Background: an optimization exercise with open tools, aiming at small area, a short achievable clock period and few clock cycles per item. Do not read the settings as production practice.
In this exercise RTL edits were held to simulation tests only and were not proved equivalent to the original.

==> flow/design.v (outline; a module is shown in full before it is edited, if it fits) <==
// module gtd_tone: 258 lines
// module gtd_unit: 956 lines
// module gtd_comb: 484 lines
module gtd_tone (
    input  wire         clk,
    input  wire         rst,             
    input  wire [15:0]  cfg_n,
    input  wire [2:0]   cfg_nt,
    input  wire [17:0]  cfg_coeff0,
    input  wire [17:0]  cfg_coeff1,
    input  wire [17:0]  cfg_coeff2,
    input  wire [17:0]  cfg_coeff3,
    input  wire         cfg_line_src,
    input  wire         cfg_slice_inv,
    input  wire         in_valid,
    output wire         in_ready,
    input  wire [15:0]  in_sample,
    input  wire         clear,
    output reg          res_valid,
    output reg          res_kind,
    output reg  [1:0]   res_sym,
    output reg          res_level,
    output reg          res_level_valid,
    output wire [255:0] res_power
);
  // ...
==> flow/run.sh <==
#!/bin/bash
# synth_recipe.tcl (not shown) runs the flow's synth.tcl, then flattens the netlist and writes it again
# the make line also repeats each setting of config.mk as NAME=value (left out here)
make -C /OpenROAD-flow-scripts/flow DESIGN_CONFIG=/design/flow/config.mk WORK_HOME=/design/flow/orfs CLKGATE_MAP_FILE= SYNTH_SCRIPT=/design/flow/synth_recipe.tcl finish
==> flow/config.mk <==
export PLATFORM = sky130hd
export DESIGN_NAME = gtd_tone
export DESIGN_NICKNAME = gtd_tone
export VERILOG_FILES = /design/flow/design.v
export SDC_FILE = /design/flow/constraint.sdc
export NUM_CORES = 4
export LEC_CHECK = 0
export ABC_AREA = 1
export CAP_MARGIN = 30
export CORE_MARGIN = 2
export CORE_UTILIZATION = 36
export PLACE_DENSITY = 0.5
export SLEW_MARGIN = 30
==> flow/constraint.sdc <==
create_clock -name core_clock -period 20.0 [get_ports {clk}]
set_input_delay 4.0000 -clock core_clock [delete_from_list [all_inputs] [get_ports {clk}]]
set_output_delay 4.0000 -clock core_clock [all_outputs]
set_load 0.01 [all_outputs]
==> impl_metrics.ini, run 1 <==
[outcome]
status = timing/DRC/antenna clean

[cells_and_area]
design_area_sq_mm = 0.1818
drive_above_1_share_pct = 5.314
clkbuf_count = 254
largest_registers = acc_in x95, acc_s x95, rr x66

[floorplan]
fp.coreArea_sq_mm = 0.4528
dieArea_sq_mm = 0.4600

[grt]
grt_pass1_vias = 159499
grt_pass1_wl_um = 1467000
grt_util_met1_pct = 57.94
grt_max_degree = 223

[synth]
syn_area_per_cell_sq_um = 7.511
yosys_warnings = 2
synth_edf_count = 168
ys_seq_area_share_pct = 17.95
synth_top_family_by_area = adder cells
synthMuxAreaShare_pct = 0
synthAdderAreaFrac_pct = 27.24
yosys.area_share.xor_xnor_pct = 11.53
synth_flop_cell = dfxtp_1
synth_compound_area_share_pct = 18.05

[detailed_routing]
viasPerCell = 6.079
routedWlPerCell_um = 39.99
wl_met3_um = 143700

[sta]
hold_viol = 0
worst_pin_slew_ns = 1.252
setup_viol = 0

[clock_tree]
htreeDepth = 4
cts_tree = done
worstSkewPairLatency_ns = 1.05

[critical_path]
crit_path_start_kind = flop
reg2regPathDepth = 22
cp.buffers_inverters = 5

[placement]
dp_hpwl_um = 893500
Testbench counts, summed over its fixed seeds: cycles 11,792, samples 9,600.
==> run 2: changes to the inputs <==
==> flow/flow/run.sh (new file) <==
#!/bin/bash
set -euo pipefail
bash standard.sh SETUP_SLACK_MARGIN=14 MATCH_CELL_FOOTPRINT=0 finish > standard.log 2>&1
==> flow/standard.sh (new file) <==
#!/bin/bash
# synth_recipe.tcl (not shown) runs the flow's synth.tcl, then flattens the netlist and writes it again
# the make line also repeats each setting of config.mk as NAME=value (left out here)
make -C /OpenROAD-flow-scripts/flow DESIGN_CONFIG=/design/flow/config.mk WORK_HOME=/design/flow/orfs CLKGATE_MAP_FILE= SYNTH_SCRIPT=/design/flow/synth_recipe.tcl "${@:-finish}"
removed: flow/run.sh
==> run 2 against run 1 <==
Compared with the run above: still clean; clock-buffer cell count down 16; register-to-register slack improved by 2.3 ns; first-iteration DRC count shrank 2.6%; synthesized cell count unchanged; non-clock buffer count increased by 641; worst hold slack got worse by 0.0088 ns; cell area is 11% higher; clock skew increased by 0.032 ns; global-route usage fell by 0.15 points; critical endpoint is now s1_2[1]$_SDFFE_PP0P_.
==> impl_metrics.ini, run 2 <==
[min_path]
min-delay-path-class = reg -> reg
whs_path_depth = 0
hold_end = acc_s[4]$_DFFE_PP_
min_from = q0[4]$_DFF_P_

[cells_and_area]
drive_above_1_share_pct = 16.44
mostFrequentLayoutCells = inv_1, nand2_1, xor2_1
fillerInstances = 46144
largest_registers = acc_in x95, acc_s x95, rr x66
fin_nets = 24882
fin_util_pct = 44.56
syn_to_final_growth_pct = 23.28
final_common_cell = inv_1
instances_no_fill = 28530

[synth]
yosys.cell_count.top_type = inv_1
yosysTopAreaCell = fa_1
synth_area_leaders = fa_1, dfxtp_1, xor2_1, inv_1, nand2_1
syn_area_per_cell_sq_um = 7.511
async_reset_ff_share_pct = 0
synth_top_area_share_pct = 21.07
synth_edf_count = 168
synthCells = 21787
ys_types = 54
ys_seq_area_share_pct = 17.95
yosys_warnings = 2
synth_flop_cell = dfxtp_1
synth.ff_latch_count = 1383
synth_nets = 24429
synthesis.area_sq_mm = 0.1636
yosys-top-cells-count = inv_1, nand2_1, xor2_1, o22ai_1, fa_1

[sta]
fin_skew_ns = 0.1606
slew_viol_final = 0
setup_tns_ns = 0
max_slew_margin_pct = 17.64
worst_pin_slew_ns = 1.231
whs_ns = 0.3930
max_freq_ghz = 0.1592
hold_viol = 0
fin_crit_sh_pct = 31.41
setup_viol = 0
rsz0062_at_grt = yes
layout_min_cycle_time_ns = 6.282

[critical_path]
reg2regPathDepth = 22
rr_endpoint = s1_2[1]$_SDFFE_PP0P_
cp-end-kind = flop
worstSetupPathType = reg -> reg
r2r-start = smode_r$_DFF_P_
crit_path_start_kind = flop
crit_path_start = smode_r$_DFF_P_
critical_path.max_fanout = 10
ff2ff_setup_slack_ns = 13.72
cp.required_ns = 20.89
arrival_ns = 7.17

[clock_tree]
cts_root_buf = clkbuf_16
clk_pin_slew_worst_paths_ns = 0.06
cts_inserted_buffers = 185
cts_tree = done
cts_hold_buf = 0
htreeDepth = 4
worstSkewPairLatency_ns = 1.07
clockBufferDepth = 4
cts.sinks = 1383

[detailed_routing]
drcViolationCount = 0
ant_nets = 0
firstDrtPassIters = 10
dr_total_vias = 176101
routed_wl_um = 1128000
viasPerCell = 6.172
routedWlPerCell_um = 39.55
drtIter0Drc = 26054

[floorplan]
dieArea_sq_mm = 0.4600
row_count = 247
die_h_um = 678.2
die_x_um = 678.2
num_io_pins = 376
fp.coreArea_sq_mm = 0.4528
start_util_pct = 36.15

[placement]
port_buffers = 375
dp_hpwl_um = 861200
gp_congestion = 1.120
placed_cells = 27365

[run]
maxCapViolCount = 0

[outcome]
status = timing/DRC/antenna clean

[grt]
grt_overflow = 0
antenna_found_initial = 255
grt_max_degree = 209
grt_pass1_wl_um = 1467000
grt_usage_pct = 46.75
grt_pass1_vias = 163014
[run 2: layout make-up]
cell class | instances | area (sq um) | area share [%]
clock inverters | 98 | 1341 | 0.6648
multi-input cells | 15187 | 124900 | 61.93
flip-flops and latches | 1383 | 30240 | 14.99
well taps | 5976 | 7477 | 3.706
diodes | 165 | 412.9 | 0.2047
clock buffers | 238 | 5176 | 2.566
inverters | 3927 | 15340 | 7.603
repair inverters | 3 | 61.31 | 0.03039
repair buffers | 1553 | 16760 | 8.310
[run 2: routing by layer]
metal / routed length (um) / part of all wire [%] / track usage, %
met5: 1285 / 0.11 / 0.4894
met4: 123500 / 11 / 39.28
met3: 165600 / 15 / 20.04
met2: 432300 / 38 / 63.82
met1: 405600 / 36 / 56.22
[run 2: worst max-delay path: stages, from the launching register on]
cell and delay [ns]:
dfxtp_4 0.36, buf_12 0.14, buf_12 0.17, clkinv_16 0.12, o21ai_2 0.15, buf_4 0.13
o21ai_0 0.09, nand2_2 0.32, fa_1 0.53, fa_1 0.51, fa_1 0.55, inv_1 0.06
fa_1 0.59, ha_4 0.24, a21oi_1 0.13, inv_1 0.07, a31oi_1 0.13, inv_1 0.08
a21oi_1 0.23, nand2_1 0.17, xor2_1 0.69, nand2_1 0.40, a31oi_1 0.25
[run 2: logic make-up (layout without fill, tap and decap cells)]
family,Yosys count,count (layout),synth area share (%)
DFF,1383,1383,17.95
and+or+nand+nor,5366,5369,13.18
xor gates and xnor gates,2155,2155,11.53
adders and majority gates,2529,2529,27.24
AOI/OAI and AO/OA,5134,5134,18.05
buffers and inverters,5220,5819,12.05
other,0,165,0
[run 2: worst max path at each step]
stage                            endpoint  slack, ns
finish               s1_2[1]$_SDFFE_PP0P_      13.72
CTS                 s1_2[15]$_SDFFE_PP0P_      13.87
global route         s1_2[1]$_SDFFE_PP0P_      13.73
global placement        q3[49]$_SDFF_PP0_      11.88
floorplan           s1_1[44]$_SDFFE_PP0P_      14.39
detailed placement  s1_3[30]$_SDFFE_PP0P_      12.07
[run 2: timing repair]
| item | in CTS | in global routing |
|---|---|---|
| pin swaps | 171 | 560 |
| gates resized for setup | 2175 | 1425 |
| endpoints found under the setup margin | 776 | 403 |
| gates cloned | 43 | 32 |
| setup buffers | 290 | 297 |
[run 2: metrics by stage]
stage / worst slack (ns) / instance area, sq um
3_3_place_gp: 11.88 / 174200
4_1_cts: 13.87 / 192200
5_1_grt: 13.73 / 201400
3_5_place_dp: 12.07 / 174500
2_1_floorplan: 14.39 / 163700
6_report: 13.72 / 201800
==> run 3: changes to the inputs <==
==> flow/flow/run.sh (replaced) <==
#!/bin/bash
set -euo pipefail
bash standard.sh SETUP_SLACK_MARGIN=13.5 MATCH_CELL_FOOTPRINT=0 finish > standard.log 2>&1
==> run 3 against run 2 <==
Compared with the run above: still clean; first-iteration DRC count decreased by 3.7%; non-clock buffer count decreased by 485; global-route usage decreased by 0.97 points; clock-buffer cell count unchanged; synthesized cell count unchanged; via count decreased by 2.7%; critical endpoint is now s1_2[44]$_SDFFE_PP0P_.
==> impl_metrics.ini, run 3 <==
[grt]
antenna_found_initial = 249
grt_max_degree = 209
grt_pass1_vias = 160343
grt_usage_pct = 45.78
grt_overflow = 0
grt_pass1_wl_um = 1439000

[critical_path]
crit_path_start = smode_r$_DFF_P_
crit_path_start_kind = flop
cp-end-kind = flop
cp.required_ns = 20.91
worstSetupPathType = reg -> reg
r2r-start = smode_r$_DFF_P_
critical_path.max_fanout = 37
critical-path-max-stage-delay_ns = 0.74
path_cells = clkinv_16 -> nor2_2 -> fa_1 -> inv_1 -> fa_1 -> fa_1 -> inv_1 -> fa_1 -> fa_1 -> ha_2 -> nand2_1 -> nor2_1 -> inv_1 -> nor2_1 -> inv_1 -> nor2_1 -> nand3_1 -> nand3_4 -> inv_1 -> o21bai_1 -> xor2_1 -> nand2_1 -> a31oi_1
cp_slowest_cell = nor2_2
arrival_ns = 7.58

[sta]
rsz0062_at_grt = yes
layout_min_cycle_time_ns = 6.669
setup_tns_ns = 0
fin_skew_ns = 0.1713
setup_ws_ns = 13.33
setup_viol = 0
slew_viol_final = 0
fin_crit_sh_pct = 33.34
max_freq_ghz = 0.1500
worst_pin_slew_ns = 1.206
max_slew_margin_pct = 19.18
hold_viol = 0

[cells_and_area]
largest_registers = acc_in x95, acc_s x95, rr x66
drive_above_1_share_pct = 8.516
fin_nets = 24393
mostFrequentLayoutCells = inv_1, nand2_1, xor2_1
final_common_cell = inv_1
syn_to_final_growth_pct = 14.40

[detailed_routing]
dr_total_vias = 171296
met2_length_um = 422800
drcViolationCount = 0
routed_wl_um = 1093000
routedWlPerCell_um = 38.96
drtIter0Drc = 25100
dr.max_layer_used = met5
viasPerCell = 6.105
firstDrtPassIters = 9
ant_nets = 0
wl_met1_um = 397500
wl_met3_um = 156400

[synth]
ys_seq_area_share_pct = 17.95
yosys_warnings = 2
synth_nets = 24429
ys_types = 54
synthesis.area_sq_mm = 0.1636
synthMuxAreaShare_pct = 0
async_reset_ff_share_pct = 0
synth_area_leaders = fa_1, dfxtp_1, xor2_1, inv_1, nand2_1
synth.ff_latch_count = 1383
yosys-top-cells-count = inv_1, nand2_1, xor2_1, o22ai_1, fa_1
yosys.area_share.simple_pct = 13.18
synth_top_family_by_area = adder cells
synth_top_area_share_pct = 21.07
synth_edf_count = 168
yosys.area_share.xor_xnor_pct = 11.53
syn_area_per_cell_sq_um = 7.511
yosysTopAreaCell = fa_1
synthCells = 21787
yosys.cell_count.top_type = inv_1
synthAdderAreaFrac_pct = 27.24
synth_compound_area_share_pct = 18.05
synth_flop_cell = dfxtp_1

[clock_tree]
cts.sinks = 1383
cts_hold_buf = 0
cts_root_buf = clkbuf_16
htreeDepth = 4
clockBufferDepth = 4
worstSkewPairLatency_ns = 1.08
cts_tree = done
clk_pin_slew_worst_paths_ns = 0.06
cts_inserted_buffers = 185

[floorplan]
dieArea_sq_mm = 0.4600
start_util_pct = 36.15
row_count = 247
num_io_pins = 376
die_h_um = 678.2
die_x_um = 678.2
fp.coreArea_sq_mm = 0.4528

[outcome]
status = timing/DRC/antenna clean

[placement]
gp_congestion = 1.120
port_buffers = 375
dp_hpwl_um = 861200
dp_slack_ns = 12.07

[run]
maxCapViolCount = 0

[min_path]
min_from = q0[4]$_DFF_P_
min-delay-path-class = reg -> reg
-- run 3: cell counts after synthesis --
Identical to the previous run, type by type.
-- run 3: timing repair --
item	4_1_cts	5_1_grt
pin swaps	14	37
gates resized for setup	534	560
endpoints found under the setup margin	459	348
setup buffers	96	67
gates cloned	4	6
-- run 3: metrics by stage --
step	instances	hold slack (ns)	utilization (%)	area, sq um
after floorplan	21787	0.3855	-	163700
after global placement	27359	0.3857	38.47	174200
after detailed placement	27365	0.3887	38.55	174500
after CTS	27801	0.3783	40.61	183900
after global routing	27920	0.4054	41.27	186900
final	28060	0.3954	41.35	187200
-- run 3: worst paths after layout --
path	end	slack, ns	cells after the start
setup / recovery	s1_2[44]$_SDFFE_PP0P_	13.33	23
hold / removal	acc_s[4]$_DFFE_PP_	0.40	0
setup reg to reg	s1_2[44]$_SDFFE_PP0P_	13.33	23
hold reg to reg	acc_s[4]$_DFFE_PP_	0.40	0
-- run 3: kinds of logic after synthesis --
| logic type | Yosys count |
|---|---|
| fa+ha+maj | 2529 |
| flops | 1383 |
| xor+xnor | 2155 |
| compound gates | 5134 |
| buf+inv | 5220 |
| simple gates | 5366 |
-- run 3: metal layers --
metal | up-vias | track usage, %
met1 | 84746 | 55.46
met4 | 124 | 37.69
met5 | - | 0.1770
met3 | 3199 | 19.27
li1 | 70231 | -
met2 | 12996 | 62.64
-- run 3: layout make-up --
type,count,area (sq um)
Timing Repair inverter,1,11.26
Sequential cell,1383,29560
Clock inverter,98,1341
Tap cell,5976,7477
Clock buffer,238,5176
Inverter,3927,15130
Fill cell,47340,265500
Multi-Input combinational cell,15185,117700
Antenna cell,184,460.4
Timing Repair Buffer,1068,10350
-- run 3: critical path, delay by kind of cell (launching register included) --
| family | cells | cell delay, ns |
|---|---|---|
| AO/OA/AOI/OAI | 2 | 0.47 |
| XOR/XNOR | 1 | 0.30 |
| adder cells (fa/ha/maj) | 6 | 2.77 |
| buffers and inverters | 6 | 0.54 |
| flip-flops | 1 | 0.46 |
| AND/OR/NAND/NOR | 8 | 1.87 |
==> run 4: changes to the inputs <==
--- a/flow/config.mk
+++ b/flow/config.mk
@@ -8,3 +8,3 @@
 export ABC_AREA = 1
-export CAP_MARGIN = 30
+export CAP_MARGIN = 20
 export CORE_MARGIN = 2
@@ -12,2 +12,2 @@
 export PLACE_DENSITY = 0.5
-export SLEW_MARGIN = 30
+export SLEW_MARGIN = 20
==> run 4 against run 3 <==
Compared with the run above: clock-buffer cell count grew 18; global-route usage grew 0.12 points; worst setup slack gained 0.034 ns; largest cell class unchanged; via count is essentially flat; die area is the same; flip-flop and latch count is the same; register-to-register slack gained 0.03 ns.
==> impl_metrics.ini, run 4 <==
[synth]
yosys_warnings = 2
ys_seq_area_share_pct = 17.95
synthAdderAreaFrac_pct = 27.24
synthesis.area_sq_mm = 0.1636
synth_top_area_share_pct = 21.07
synthMuxAreaShare_pct = 0
yosys.area_share.simple_pct = 13.18
synth.ff_latch_count = 1383
synth_top_family_by_area = adder cells
syn_area_per_cell_sq_um = 7.511
ys_types = 54
synth_compound_area_share_pct = 18.05
yosys.cell_count.top_type = inv_1
yosys.area_share.xor_xnor_pct = 11.53
async_reset_ff_share_pct = 0
yosysTopAreaCell = fa_1
synth_area_leaders = fa_1, dfxtp_1, xor2_1, inv_1, nand2_1
synth_nets = 24429
synthCells = 21787
yosys-top-cells-count = inv_1, nand2_1, xor2_1, o22ai_1, fa_1
synth_flop_cell = dfxtp_1
synth_edf_count = 168

[grt]
grt_pass1_wl_um = 1441000
grt_overflow = 0
antenna_found_initial = 241
grt_usage_pct = 45.90
grt_pass1_vias = 160544
grt_max_degree = 209

[critical_path]
crit_path_start = s1_0[31]$_SDFFE_PP0P_
r2r-start = s1_0[31]$_SDFFE_PP0P_
crit_path_start_kind = flop
crit_end = s1_0[31]$_SDFFE_PP0P_
ff2ff_setup_slack_ns = 13.37
critical_path.max_fanout = 18
cp.required_ns = 21.00
worstSetupPathType = reg -> reg
arrival_ns = 7.64
path_cells = inv_2 -> buf_6 -> o22ai_1 -> xor2_1 -> fa_1 -> fa_1 -> fa_1 -> inv_1 -> fa_1 -> fa_1 -> ha_1 -> a21oi_1 -> o21ai_1 -> a21oi_1 -> o21ai_0 -> a21oi_1 -> nand2_1 -> nand2_1 -> nand3_1 -> a21oi_1
critical-path-max-stage-delay_ns = 0.50
reg2regPathDepth = 20
cp-end-kind = flop
cp_slowest_cell = fa_1
crit_top_cell = fa_1
rr_endpoint = s1_0[31]$_SDFFE_PP0P_

[sta]
worst_pin_slew_ns = 1.362
max_freq_ghz = 0.1507
layout_min_cycle_time_ns = 6.634
setup_viol = 0
fin_skew_ns = 0.1793
rsz0062_at_grt = yes
setup_tns_ns = 0
slew_viol_final = 0
fin_crit_sh_pct = 33.17
hold_viol = 0
max_slew_margin_pct = 8.847
setup_ws_ns = 13.37

[detailed_routing]
firstDrtPassIters = 9
viasPerCell = 6.107
drtIter0Drc = 24827
routedWlPerCell_um = 39.04
dr_total_vias = 171388
drcViolationCount = 0
ant_nets = 0
routed_wl_um = 1096000

[cells_and_area]
fin_nets = 24416
seqCellArea_sq_mm = 0.02956
fillerInstances = 47543
instances_no_fill = 28063
largest_registers = acc_in x95, acc_s x95, rr x66
syn_to_final_growth_pct = 14.52
multi_input_area_sq_mm = 0.1177
fin_util_pct = 41.39
drive_above_1_share_pct = 8.632
mostFrequentLayoutCells = inv_1, nand2_1, xor2_1
final_common_cell = inv_1

[floorplan]
die_x_um = 678.2
dieArea_sq_mm = 0.4600
die_h_um = 678.2
fp.coreArea_sq_mm = 0.4528
row_count = 247
num_io_pins = 376
start_util_pct = 36.15

[clock_tree]
cts.sinks = 1383
clk_pin_slew_worst_paths_ns = 0.06
cts_tree = done
clockBufferDepth = 4
cts_hold_buf = 0
cts_inserted_buffers = 187
worstSkewPairLatency_ns = 1.09
cts_root_buf = clkbuf_16
htreeDepth = 4

[run]
maxCapViolCount = 0

[placement]
dp_slack_ns = 11.82
placed_cells = 27362
gp_congestion = 1.120
dp_hpwl_um = 861100
port_buffers = 375

[outcome]
status = timing/DRC/antenna clean

[min_path]
min-delay-path-class = reg -> reg
-- run 4: cell counts after synthesis --
Identical to the previous run, type by type.
-- run 4: cell type report --
type                    instances  area share, %
multi-input cells           15185          62.79
repair buffers               1089          5.680
repair inverters                1       0.006009
well taps                    5976          3.990
clock buffers                 256          2.904
diodes                        157         0.2096
flip-flops and latches       1383          15.77
clock inverters                89         0.5681
inverters                    3927          8.080
-- run 4: how the worst min path moves through the flow --
stage	start	endpoint	cells after the start
2_1_floorplan	q0[0]$_DFF_P_	acc_s[0]$_DFFE_PP_	0
3_3_place_gp	q0[11]$_DFF_P_	acc_s[11]$_DFFE_PP_	0
6_report	acc_s[36]$_DFFE_PP_	acc_in[36]$_SDFF_PN0_	2
3_5_place_dp	q0[8]$_DFF_P_	acc_s[8]$_DFFE_PP_	0
5_1_grt	acc_s[36]$_DFFE_PP_	acc_in[36]$_SDFF_PN0_	2
4_1_cts	acc_s[36]$_DFFE_PP_	acc_in[36]$_SDFF_PN0_	2
-- run 4: through the flow --
stage | hold WS, ns | instance area (sq um)
after floorplan | 0.3855 | 163700
after global placement | 0.3857 | 174200
after detailed placement | 0.3887 | 174300
after CTS | 0.3274 | 184000
after global routing | 0.3638 | 187100
final | 0.3355 | 187400
-- run 4: timing repair --
action / CTS / global route
gates cloned: 4 / 9
resized for setup: 581 / 542
setup endpoints to repair: 482 / 352
setup buffers: 114 / 71
pin swaps: 11 / 43
-- run 4: kinds of logic (layout without fill, tap and decap cells) --
logic type,Yosys count,count (layout)
simple gates,5366,5367
buf+inv,5220,5362
other cells,0,157
xor+xnor,2155,2155
fa+ha+maj,2529,2529
flops,1383,1383
compound gates,5134,5134
-- run 4: layer usage --
| metal | wire length, um | share of wire, % | GRT usage, % |
|---|---|---|---|
| met4 | 115100 | 11 | 37.85 |
| met3 | 155400 | 14 | 19.21 |
| met5 | 932 | 0.085 | 0 |
| met2 | 423600 | 39 | 62.82 |
| met1 | 400600 | 37 | 55.65 |
-- run 4: critical path: cells and delay by family (launching register included) --
family	cells	cell delay, ns
AO/OA/AOI/OAI	7	1.94
XOR/XNOR	1	0.21
adder cells (fa/ha/maj)	6	2.79
buffers and inverters	3	0.61
flip-flops	1	0.39
AND/OR/NAND/NOR	3	0.55
==> run 5: changes to the inputs <==
==> flow/flow/run.sh (replaced) <==
#!/bin/bash
set -euo pipefail
bash standard.sh SETUP_SLACK_MARGIN=14 MATCH_CELL_FOOTPRINT=0 cts > standard_cts.log 2>&1
bash standard.sh MATCH_CELL_FOOTPRINT=0 finish > standard_finish.log 2>&1
==> run 5 against run 4 <==
Compared with the run above: clock-buffer cell count did not move; maximum frequency rose by 2.1%; via count rose by 0.87%.
==> impl_metrics.ini, run 5 <==
[cells_and_area]
fillerInstances = 47128
largest_registers = acc_in x95, acc_s x95, rr x66
mostFrequentLayoutCells = inv_1, nand2_1, xor2_1
instances_no_fill = 28207
fin_nets = 24578
syn_to_final_growth_pct = 17.92
final_common_cell = inv_1
drive_above_1_share_pct = 11.35

[synth]
synthesis.area_sq_mm = 0.1636
ys_types = 54
synth_nets = 24429
synthCells = 21787
async_reset_ff_share_pct = 0
yosys-top-cells-count = inv_1, nand2_1, xor2_1, o22ai_1, fa_1
synth_top_area_share_pct = 21.07
synth.ff_latch_count = 1383
yosys.cell_count.top_type = inv_1
synth_edf_count = 168
synth_area_leaders = fa_1, dfxtp_1, xor2_1, inv_1, nand2_1
synth_flop_cell = dfxtp_1
yosys_warnings = 2
yosysTopAreaCell = fa_1
syn_area_per_cell_sq_um = 7.511
ys_seq_area_share_pct = 17.95

[placement]
port_buffers = 375
dp_hpwl_um = 861100
placed_cells = 27362
gp_congestion = 1.120

[critical_path]
crit_top_cell = nand2_1
cp_top_family = simple AND/OR/NAND/NOR gates
cp.buffers_inverters = 4
ff2ff_setup_slack_ns = 13.51
cp-end-kind = flop
rr_endpoint = res_level$_DFFE_PP_
cp_slowest_cell = dfxtp_2
path_cells = inv_1 -> nor2_4 -> nand3_4 -> inv_2 -> nor2_4 -> buf_4 -> o21ai_0 -> o21ai_0 -> ha_1 -> nand4_1 -> nor4_1 -> inv_1 -> o221ai_2 -> nor2_1 -> nand2_1 -> nand2_1 -> nand2_1 -> nand2_1 -> nand3_1 -> nand2_1
arrival_ns = 7.22
reg2regPathDepth = 20
cp.required_ns = 20.72
crit_path_start_kind = flop
critical_path.max_fanout = 25
cp.depth = 20
r2r-start = cstep[3]$_SDFF_PP0_
critical-path-max-stage-delay_ns = 0.64
worstSetupPathType = reg -> reg

[detailed_routing]
routed_wl_um = 1111000
viasPerCell = 6.129
drcViolationCount = 0
drtIter0Drc = 26112
ant_nets = 0
dr_total_vias = 172885
firstDrtPassIters = 10
routedWlPerCell_um = 39.40

[clock_tree]
worstSkewPairLatency_ns = 1.10
clockBufferDepth = 4
clk_pin_slew_worst_paths_ns = 0.06
cts_tree = done
cts.sinks = 1383
cts_inserted_buffers = 187
htreeDepth = 4
cts_root_buf = clkbuf_16

[grt]
grt_overflow = 0
grt_max_degree = 209
grt_usage_pct = 46.76
antenna_found_initial = 242
grt_pass1_vias = 163256
grt_pass1_wl_um = 1466000

[sta]
worst_pin_slew_ns = 1.321
fin_skew_ns = 0.1833
max_slew_margin_pct = 11.43
max_freq_ghz = 0.1540
fin_crit_sh_pct = 32.48
hold_viol = 0
layout_min_cycle_time_ns = 6.495
setup_viol = 0
rsz0062_at_grt = no
slew_viol_final = 0
setup_tns_ns = 0

[run]
maxCapViolCount = 0

[floorplan]
fp.coreArea_sq_mm = 0.4528
start_util_pct = 36.15
row_count = 247
dieArea_sq_mm = 0.4600
num_io_pins = 376
die_x_um = 678.2
die_h_um = 678.2

[min_path]
hold_end = acc_in[36]$_SDFF_PN0_
whs_path_depth = 2
min_from = acc_s[36]$_DFFE_PP_
min-delay-path-class = reg -> reg

[outcome]
status = timing/DRC/antenna clean
run 5: layout make-up:
class	count	area, sq um	area share [%]
antenna	139	347.8	0.1803
clock buffer	256	5443	2.821
timing repair inverter	2	31.28	0.01621
timing repair buffer	1249	13460	6.977
clock inverter	89	1065	0.5518
inverter	3927	15250	7.904
multi-input combinational	15186	119700	62.05
tap	5976	7477	3.875
sequential	1383	30160	15.63
run 5: cells by family after synthesis:
| family | share of synthesized area, % |
|---|---|
| DFF | 17.95 |
| buffers and inverters | 12.05 |
| adders and majority gates | 27.24 |
| and+or+nand+nor | 13.18 |
| xor gates and xnor gates | 11.53 |
| AOI/OAI and AO/OA | 18.05 |
run 5: per-stage QoR:
step	area, sq um	hold WS, ns	utilization [%]	setup slack (ns)
6_report	193000	0.3213	42.62	13.51
5_1_grt	192700	0.3601	42.56	13.45
4_1_cts	192600	0.3274	42.54	13.82
3_5_place_dp	174300	0.3887	38.49	11.82
3_3_place_gp	174200	0.3857	38.47	11.88
2_1_floorplan	163700	0.3855	-	14.39
run 5: repair_timing:
item	4_1_cts	5_1_grt
hold buffers	0	0
resized for setup	2232	0
buffers inserted	317	0
endpoints found under the setup margin	771	0
run 5: worst max-delay path by stage:
stage,start,end
floorplan,bd1[20]$_DFF_P_,s1_1[44]$_SDFFE_PP0P_
global route,bd2[10]$_DFF_P_,s1_2[26]$_SDFFE_PP0P_
detailed placement,smode_r$_DFF_P_,q3[49]$_SDFF_PP0_
global placement,smode_r$_DFF_P_,q3[49]$_SDFF_PP0_
CTS,bd2[10]$_DFF_P_,s1_2[26]$_SDFFE_PP0P_
finish,cstep[3]$_SDFF_PP0_,res_level$_DFFE_PP_
run 5: worst register-to-register path, delay by kind of cell (launching register included):
family / cells / cell delay (ns)
AO/OA/AOI/OAI: 3 / 0.94
adder cells (fa/ha/maj): 1 / 0.36
buffers and inverters: 4 / 0.99
AND/OR/NAND/NOR: 12 / 3.29
flip-flops: 1 / 0.64
run 5: layer usage:
| metal | part of all wire (%) | vias to the layer above | wire length (um) | GRT usage (%) |
|---|---|---|---|---|
| met5 | 0.074 | - | 818 | 0 |
| met4 | 11 | 112 | 120900 | 40.91 |
| met3 | 15 | 3246 | 161600 | 20.24 |
| met2 | 38 | 13343 | 426300 | 63.13 |
| met1 | 36 | 85589 | 401800 | 56.10 |
| li1 | - | 70595 | - | - |
==> run 6: changes to the inputs <==
--- a/flow/config.mk
+++ b/flow/config.mk
@@ -8,3 +8,3 @@
 export ABC_AREA = 1
-export CAP_MARGIN = 20
+export CAP_MARGIN = 30
 export CORE_MARGIN = 2
@@ -12,2 +12,2 @@
 export PLACE_DENSITY = 0.5
-export SLEW_MARGIN = 20
+export SLEW_MARGIN = 30
==> run 6 against run 5 <==
Compared with the run above: area after synthesis unchanged; global-route usage about the same; utilization down 0.059 points.
==> impl_metrics.ini, run 6 <==
[critical_path]
critical_path.max_fanout = 25
cp.required_ns = 20.71
cp-end-kind = flop
arrival_ns = 7.31
crit_path_start_kind = flop
worstSetupPathType = reg -> reg

[cells_and_area]
seqCellArea_sq_mm = 0.03014
drive_above_1_share_pct = 11.34
instances_no_fill = 28208
final_common_cell = inv_1
mostFrequentLayoutCells = inv_1, nand2_1, xor2_1
syn_to_final_growth_pct = 17.75
multi_input_area_sq_mm = 0.1198
fillerInstances = 46904
fin_nets = 24553
largest_registers = acc_in x95, acc_s x95, rr x66

[clock_tree]
htreeDepth = 4
cts.sinks = 1383
cts_root_buf = clkbuf_16
cts_hold_buf = 0
clk_pin_slew_worst_paths_ns = 0.06
worstSkewPairLatency_ns = 1.08
cts_inserted_buffers = 185
clockBufferDepth = 4
cts_tree = done

[sta]
rsz0062_at_grt = no
max_freq_ghz = 0.1514
setup_viol = 0
worst_pin_slew_ns = 1.199
max_slew_margin_pct = 19.80
setup_tns_ns = 0
slew_viol_final = 0
hold_viol = 0
layout_min_cycle_time_ns = 6.604
fin_skew_ns = 0.1652
whs_ns = 0.3862
setup_ws_ns = 13.40
fin_crit_sh_pct = 33.02

[synth]
synthCells = 21787
async_reset_ff_share_pct = 0
ys_types = 54
synth_edf_count = 168
synthesis.area_sq_mm = 0.1636
synth.ff_latch_count = 1383
synth_flop_cell = dfxtp_1
ys_seq_area_share_pct = 17.95
synth_area_leaders = fa_1, dfxtp_1, xor2_1, inv_1, nand2_1
yosys.cell_count.top_type = inv_1
syn_area_per_cell_sq_um = 7.511
synth_top_area_share_pct = 21.07
synth_nets = 24429
yosys_warnings = 2
yosysTopAreaCell = fa_1
yosys-top-cells-count = inv_1, nand2_1, xor2_1, o22ai_1, fa_1

[placement]
dp_slack_ns = 12.07
gp_congestion = 1.120
placed_cells = 27365
dp_hpwl_um = 861200
port_buffers = 375

[floorplan]
die_h_um = 678.2
start_util_pct = 36.15
die_x_um = 678.2
fp.coreArea_sq_mm = 0.4528
num_io_pins = 376
dieArea_sq_mm = 0.4600
row_count = 247

[run]
maxCapViolCount = 0

[detailed_routing]
drtIter0Drc = 26069
drcViolationCount = 0
ant_nets = 0
routed_wl_um = 1112000
routedWlPerCell_um = 39.41
viasPerCell = 6.151
firstDrtPassIters = 10
dr_total_vias = 173506

[grt]
antenna_found_initial = 248
grt_max_degree = 209
grt_pass1_vias = 163014
grt_overflow = 0
grt_pass1_wl_um = 1467000
grt_usage_pct = 46.75

[min_path]
min-delay-path-class = reg -> reg

[outcome]
status = timing/DRC/antenna clean
## run 6: kinds of logic after synthesis
family / Yosys count / synth area share (%)
compound gates: 5134 / 18.05
xor+xnor: 2155 / 11.53
fa+ha+maj: 2529 / 27.24
buf+inv: 5220 / 12.05
flops: 1383 / 17.95
simple gates: 5366 / 13.18
## run 6: final timing paths
path	slack, ns	from	end	depth (start not counted)
worst max-delay path	13.40	cstep[3]$_SDFF_PP0_	res_level$_DFFE_PP_	20
worst min-delay path	0.39	q0[4]$_DFF_P_	acc_s[4]$_DFFE_PP_	0
worst max register to register	13.40	cstep[3]$_SDFF_PP0_	res_level$_DFFE_PP_	20
worst min register to register	0.39	q0[4]$_DFF_P_	acc_s[4]$_DFFE_PP_	0
## run 6: per-stage QoR
step           instance area, sq um  util (%)
2_1_floorplan                163700         -
3_3_place_gp                 174200     38.47
3_5_place_dp                 174500     38.55
4_1_cts                      192200     42.45
5_1_grt                      192400     42.49
6_report                     192700     42.56
## run 6: area by class of cell
| cell class | instances | share of cell area (%) |
|---|---|---|
| repair buffers | 1225 | 6.782 |
| diodes | 172 | 0.2234 |
| repair inverters | 3 | 0.02272 |
| flip-flops and latches | 1383 | 15.64 |
| multi-input cells | 15186 | 62.17 |
| well taps | 5976 | 3.880 |
| clock inverters | 98 | 0.6960 |
| inverters | 3927 | 7.895 |
| clock buffers | 238 | 2.686 |
## run 6: what timing repair did
action	4_1_cts	5_1_grt
endpoints found under the setup margin	776	0
buffers inserted	290	0
gates resized for setup	2175	0
## run 6: layer usage
layer	share of wire (%)	vias up	GRT usage [%]
met3	14	3343	20.04
met2	39	13608	63.82
met4	11	108	39.28
met1	36	85864	56.22
met5	0.088	-	0.4894
li1	-	70583	-
## run 6: critical path, stage by stage (launching register included)
cell and delay [ns]:
dfxtp_2 0.61, inv_1 0.18, nor2_4 0.40, nand3_4 0.45, inv_2 0.37, nor2_4 0.05
buf_4 0.29, o21ai_0 0.25, o21ai_0 0.12, ha_1 0.36, nand4_1 0.22, nor4_1 0.53
inv_1 0.15, o221ai_2 0.44, nor2_1 0.35, nand2_1 0.19, nand2_1 0.09, nand2_1 0.07
nand2_1 0.63, nand3_1 0.34, nand2_1 0.07

-- separate check: timing with driven ports --
No port has a modelled driver above. Below, the same layouts with a new extraction and two added sets of constraints. Step 1 assumes that a clkbuf_16 drives the clock port and a buf_2 every other input. Step 2 times the ports against the registers' clock, not the clock port: input delays grow and output delays shrink by t, the midpoint of the rising clock arrivals with the driver on. a / b / c = ideal / step 1 / step 2; a / b = the first two.
run	shift t [ns]	slack for setup (ns)	hold WS [ns]	worst setup path after step 2
run 1	1.109	11.462 / 11.462 / 11.462	0.402 / 0.402 / 0.402	register to register
run 2	1.111	13.718 / 13.718 / 12.874	0.393 / 0.393 / 0.393	input to register
run 3	1.115	13.331 / 13.303 / 13.125	0.395 / 0.395 / 0.395	input to register
run 4	1.119	13.366 / 13.273 / 12.933	0.335 / 0.335 / 0.335	input to register
run 5	1.127	13.505 / 13.505 / 12.847	0.321 / 0.321 / 0.321	input to register
run 6	1.109	13.396 / 13.396 / 12.838	0.386 / 0.386 / 0.386	input to register
After both steps every run listed still meets setup and hold. The setup slack of run 2, which loses most, moves by 0.000 ns with the drivers and by -0.844 ns with both steps.
